Context: an optimization exercise on an open-source flow, tuned for small area. The choices shown serve that exercise and are no tape-out recipe.
Only simulation tests tie the RTL to the original design; equivalence was not proved.
Power and IR drop assume default switching activity.

// hex_flash_receiver
module hex_flash_receiver (
    input  wire         clk,
    input  wire         rst,             
    input  wire         in_valid,
    output wire         in_ready,
    input  wire [1:0]   in_op,           
    input  wire [63:0]  in_frame,        
    input  wire [31:0]  in_now,          
    output wire         res_valid,
    output wire [1:0]   res_op,
    output wire [1:0]   res_code,        
    output wire [15:0]  res_line,
    output wire         res_in_progress,
    output wire         res_complete,
    output wire         wr_valid,        
    output wire [31:0]  wr_addr,
    output wire [4:0]   wr_len,
    output wire [127:0] wr_data
);
    localparam OP_FRAME  = 2'd0;
    localparam OP_TICK   = 2'd1;
    localparam OP_ABORT  = 2'd2;
    localparam RSP_NONE     = 2'd0;
    localparam RSP_SEND     = 2'd1;
    localparam RSP_COMPLETE = 2'd2;
    localparam RSP_ERROR    = 2'd3;
    localparam S_IDLE = 3'd0;
    localparam S_RESP = 3'd1;
    localparam S_VAL  = 3'd2;    
    localparam S_DISP = 3'd3;    
    localparam S_CRC  = 3'd4;    
    localparam S_TICK = 3'd5;    
    localparam [4:0] C_FF    = 5'b10000;
    localparam [4:0] C_COLON = 5'b10011;
    reg  [2:0]   state;
    reg  [1:0]   op_q;
    reg  [1:0]   code_q;
    reg          in_progress, complete, new_init_pending, init_error, eof_received;
    reg  [14:0]  expected_lines;
    reg  [31:0]  expected_crc;
    reg  [31:0]  file_crc;
    reg  [15:0]  cur_line;
    reg  [3:0]   seg_total;          
    reg  [8:0]   seg_rcvd;
    reg  [31:0]  last_frame_ms;
    reg  [15:0]  base_d;             
    reg          base_t;
    reg  [214:0] ring;               
    reg          ff43;               
    reg  [5:0]   rc;                 
    reg  [5:0]   pos;
    reg  [7:0]   work;               
    wire [5:0] rc_next = (rc >= 6'd16) ? rc - 6'd16 : rc + 6'd27;
  ...
Settings: LEC_CHECK=0, CAP_MARGIN=20, CORE_MARGIN=2, CORE_UTILIZATION=40, SLEW_MARGIN=20, SYNTH_HIERARCHICAL=1; clock period 10.0 ns.
standard.sh (not shown) runs the stock make flow with config.mk's settings and CLKGATE_MAP_FILE= SYNTH_SCRIPT=/design/flow/synth_recipe.tcl, a recipe that flattens the netlist after the stock synthesis.
==> flow/flow/run.sh <==
#!/bin/bash
# Layout flow: the standard layout (standard.sh) with these changes:
#  - after the standard synthesis, its combinational cells are mapped again
#    for area: each library cell but the flip-flops and full adders is
#    replaced by its Boolean function and ABC maps that logic once more
#    (flow/remap.abc). Flip-flops, full adders and the netlist's names are
#    kept as the standard synthesis made them; the standard netlist is kept
#    as 1_2_yosys.std.v;
#  - every input and output port is still buffered, with the platform's
#    smallest buffer (buf_1) instead of the resizer's default choice;
#  - clock tree: clkbuf_4 buffers, registers clustered 8 to a leaf buffer
#    (within 40 um), and no dummy loads added to balance the tree.
# Each tool's output goes to a log of its own here: flow_synth.log,
# flow_remap.log, flow_make.log (and ORFS's step logs under orfs/logs/).
set -euo pipefail
P=${FLOW_PLATFORM:-sky130hd}
R=orfs/results/$P/hex_flash_receiver/base
L=orfs/logs/$P/hex_flash_receiver/base
LIB=$FLOW_HOME/platforms/$P/lib/sky130_fd_sc_hd__tt_025C_1v80.lib
YOSYS=$(command -v yosys || echo "$FLOW_HOME/../tools/install/yosys/bin/yosys")
export BUFFER_PORTS_ARGS="-buffer_cell sky130_fd_sc_hd__buf_1"
export CTS_ARGS="-sink_clustering_enable -repair_clock_nets -dont_use_dummy_load -buf_list sky130_fd_sc_hd__clkbuf_4 -sink_clustering_size 8 -sink_clustering_max_diameter 40"

bash standard.sh synth > flow_synth.log 2>&1

cp "$R/1_2_yosys.v" "$R/1_2_yosys.std.v"
TYPES=$(grep -o 'sky130_fd_sc_hd__[a-z0-9_]*' "$R/1_2_yosys.std.v" | sort -u)
python3 flow/cell_functions.py flow_cells.v $TYPES
DONTUSE=$(grep -o -- '-dont_use [^ ]*' "$L/1_2_yosys.log" | sort -u | tr '\n' ' ')
printf 'set_driving_cell sky130_fd_sc_hd__buf_1\nset_load 5\n' > flow_abc.constr
sed -e "s|@LIB@|$LIB|g" -e "s|@IN@|$R/1_2_yosys.std.v|" -e "s|@TOP@|${FLOW_TOP:-hex_flash_receiver}|" \
    -e "s|@FUNC@|flow_cells.v|" -e "s|@ABC@|$(pwd)/flow/remap.abc|" -e "s|@DONTUSE@|$DONTUSE|" \
    -e "s|@CONSTR@|$(pwd)/flow_abc.constr|" -e "s|@STAT@|flow_remap_stat.txt|" \
    -e "s|@OUT@|$R/1_2_yosys.v|" flow/remap.ys.in > flow_remap.ys
"$YOSYS" -s flow_remap.ys > flow_remap.log 2>&1

bash standard.sh > flow_make.log 2>&1
Other scripts of this flow, unchanged in this note and not shown: flow/flow/cell_functions.py, flow/flow/remap.abc, flow/flow/remap.ys.in
Change:
--- a/flow/design.v
+++ b/flow/design.v
@@ -21,24 +21,25 @@
     localparam OP_TICK   = 2'd1;
     localparam OP_ABORT  = 2'd2;
     localparam RSP_NONE     = 2'd0;
     localparam RSP_SEND     = 2'd1;
     localparam RSP_COMPLETE = 2'd2;
     localparam RSP_ERROR    = 2'd3;
     localparam S_IDLE = 3'd0;
     localparam S_RESP = 3'd1;
     localparam S_VAL  = 3'd2;    
     localparam S_DISP = 3'd3;    
     localparam S_CRC  = 3'd4;    
     localparam S_TICK = 3'd5;    
+    localparam S_FILL = 3'd6;    
     localparam [4:0] C_FF    = 5'b10000;
     localparam [4:0] C_COLON = 5'b10011;
     reg  [2:0]   state;
     reg  [1:0]   op_q;
     reg  [1:0]   code_q;
     reg          in_progress, complete, new_init_pending, init_error, eof_received;
     reg  [14:0]  expected_lines;
     reg  [31:0]  expected_crc;
     reg  [31:0]  file_crc;
     reg  [15:0]  cur_line;
     reg  [3:0]   seg_total;          
     reg  [8:0]   seg_rcvd;
@@ -170,26 +171,27 @@
                     state  <= S_RESP;
                     case (in_op)
                     OP_FRAME: begin
                         if (!in_frame[0]) begin
                             new_init_pending <= 1'b1;
                             init_error       <= !init_ok;
                             if (init_ok) begin
                                 in_progress    <= 1'b1;
                                 complete       <= 1'b0;
                                 eof_received   <= 1'b0;
                                 expected_lines <= in_frame[15:1];
                                 expected_crc   <= in_frame[47:16];
-                                file_crc       <= 32'hFFFFFFFF;
                                 cur_line       <= 16'h0;
+                                pos            <= 6'd0;
+                                state          <= S_FILL;      
                                 seg_total      <= 4'h0;
                                 last_frame_ms  <= in_now;
                                 base_d         <= 16'h0;
                             end
                         end else begin
                             if (seg_adopt) begin
                                 seg_total <= f_total;
                                 seg_rcvd  <= 9'h0;
                             end
                             if (seg_write) begin
                                 seg_rcvd      <= (seg_adopt ? 9'h0 : seg_rcvd) | seg_bit;
                                 last_frame_ms <= in_now;
@@ -233,24 +235,29 @@
                     if (crc_match) begin
                         complete    <= 1'b1;
                         in_progress <= 1'b0;
                         code_q      <= RSP_COMPLETE;
                     end else begin
                         in_progress <= 1'b0;
                         complete    <= 1'b0;
                         cur_line    <= 16'h0;
                         code_q      <= RSP_ERROR;
                     end
                 end
             end
+            S_FILL: begin
+                file_crc <= {1'b1, file_crc[31:1]};
+                pos      <= pos + 6'd1;
+                if (pos == 6'd31) state <= S_RESP;
+            end
             S_VAL: begin
                 if (at_c) begin
                     if (stop) begin
                         if (pos == 6'd43 && !ff43) pos <= 6'd0;      
                         state <= S_DISP;
                     end else if ((pos == 6'd0) ? (rd != C_COLON || rejects) : !rd_hex) begin
                         pos   <= 6'd0;
                         state <= S_DISP;
                     end else begin
                         pos <= pos + 6'd1;
                         if (pos != 6'd0)
                             work <= work + (pos[0] ? {rd[3:0], 4'h0} : {4'h0, rd[3:0]});
After rerunning: Final area is lower slightly; die area decreases slightly; total power climbs by roughly a tenth; worst hold slack improved by 0.0056 ns; critical path depth goes down by 1; via count went down slightly; cell count falls slightly; area after synthesis is lower slightly; first-iteration DRC count decreases by a few percent; count of clock-buffer cells in the layout goes down by 2.

==> afterwards: timing with drivers on the ports <==
The flow's constraints put no driver on any port. The routed layouts listed below were extracted and timed again, unchanged, in two steps. Step 1 assumes that a clkbuf_16 drives the clock port and a buf_2 every other input. Step 2 also shifts input and output timing later by t, the mid clock arrival at the registers, as if the neighbouring blocks saw the same clock. a / b / c = ideal ports / drivers / drivers and shift; a / b = the first two.
| run | shift t [ns] | setup slack, ns | clock arrival spread, ns | worst data-port slew with drivers (ns) |
|---|---|---|---|---|
| the first run | 0.819 | 0.896 / 0.839 / 1.179 | 0.127 / 0.127 | 0.10 |
| the second run | 0.804 | 0.824 / 0.772 / 1.191 | 0.101 / 0.100 | 0.10 |
After both steps setup and hold are still met in every run listed.
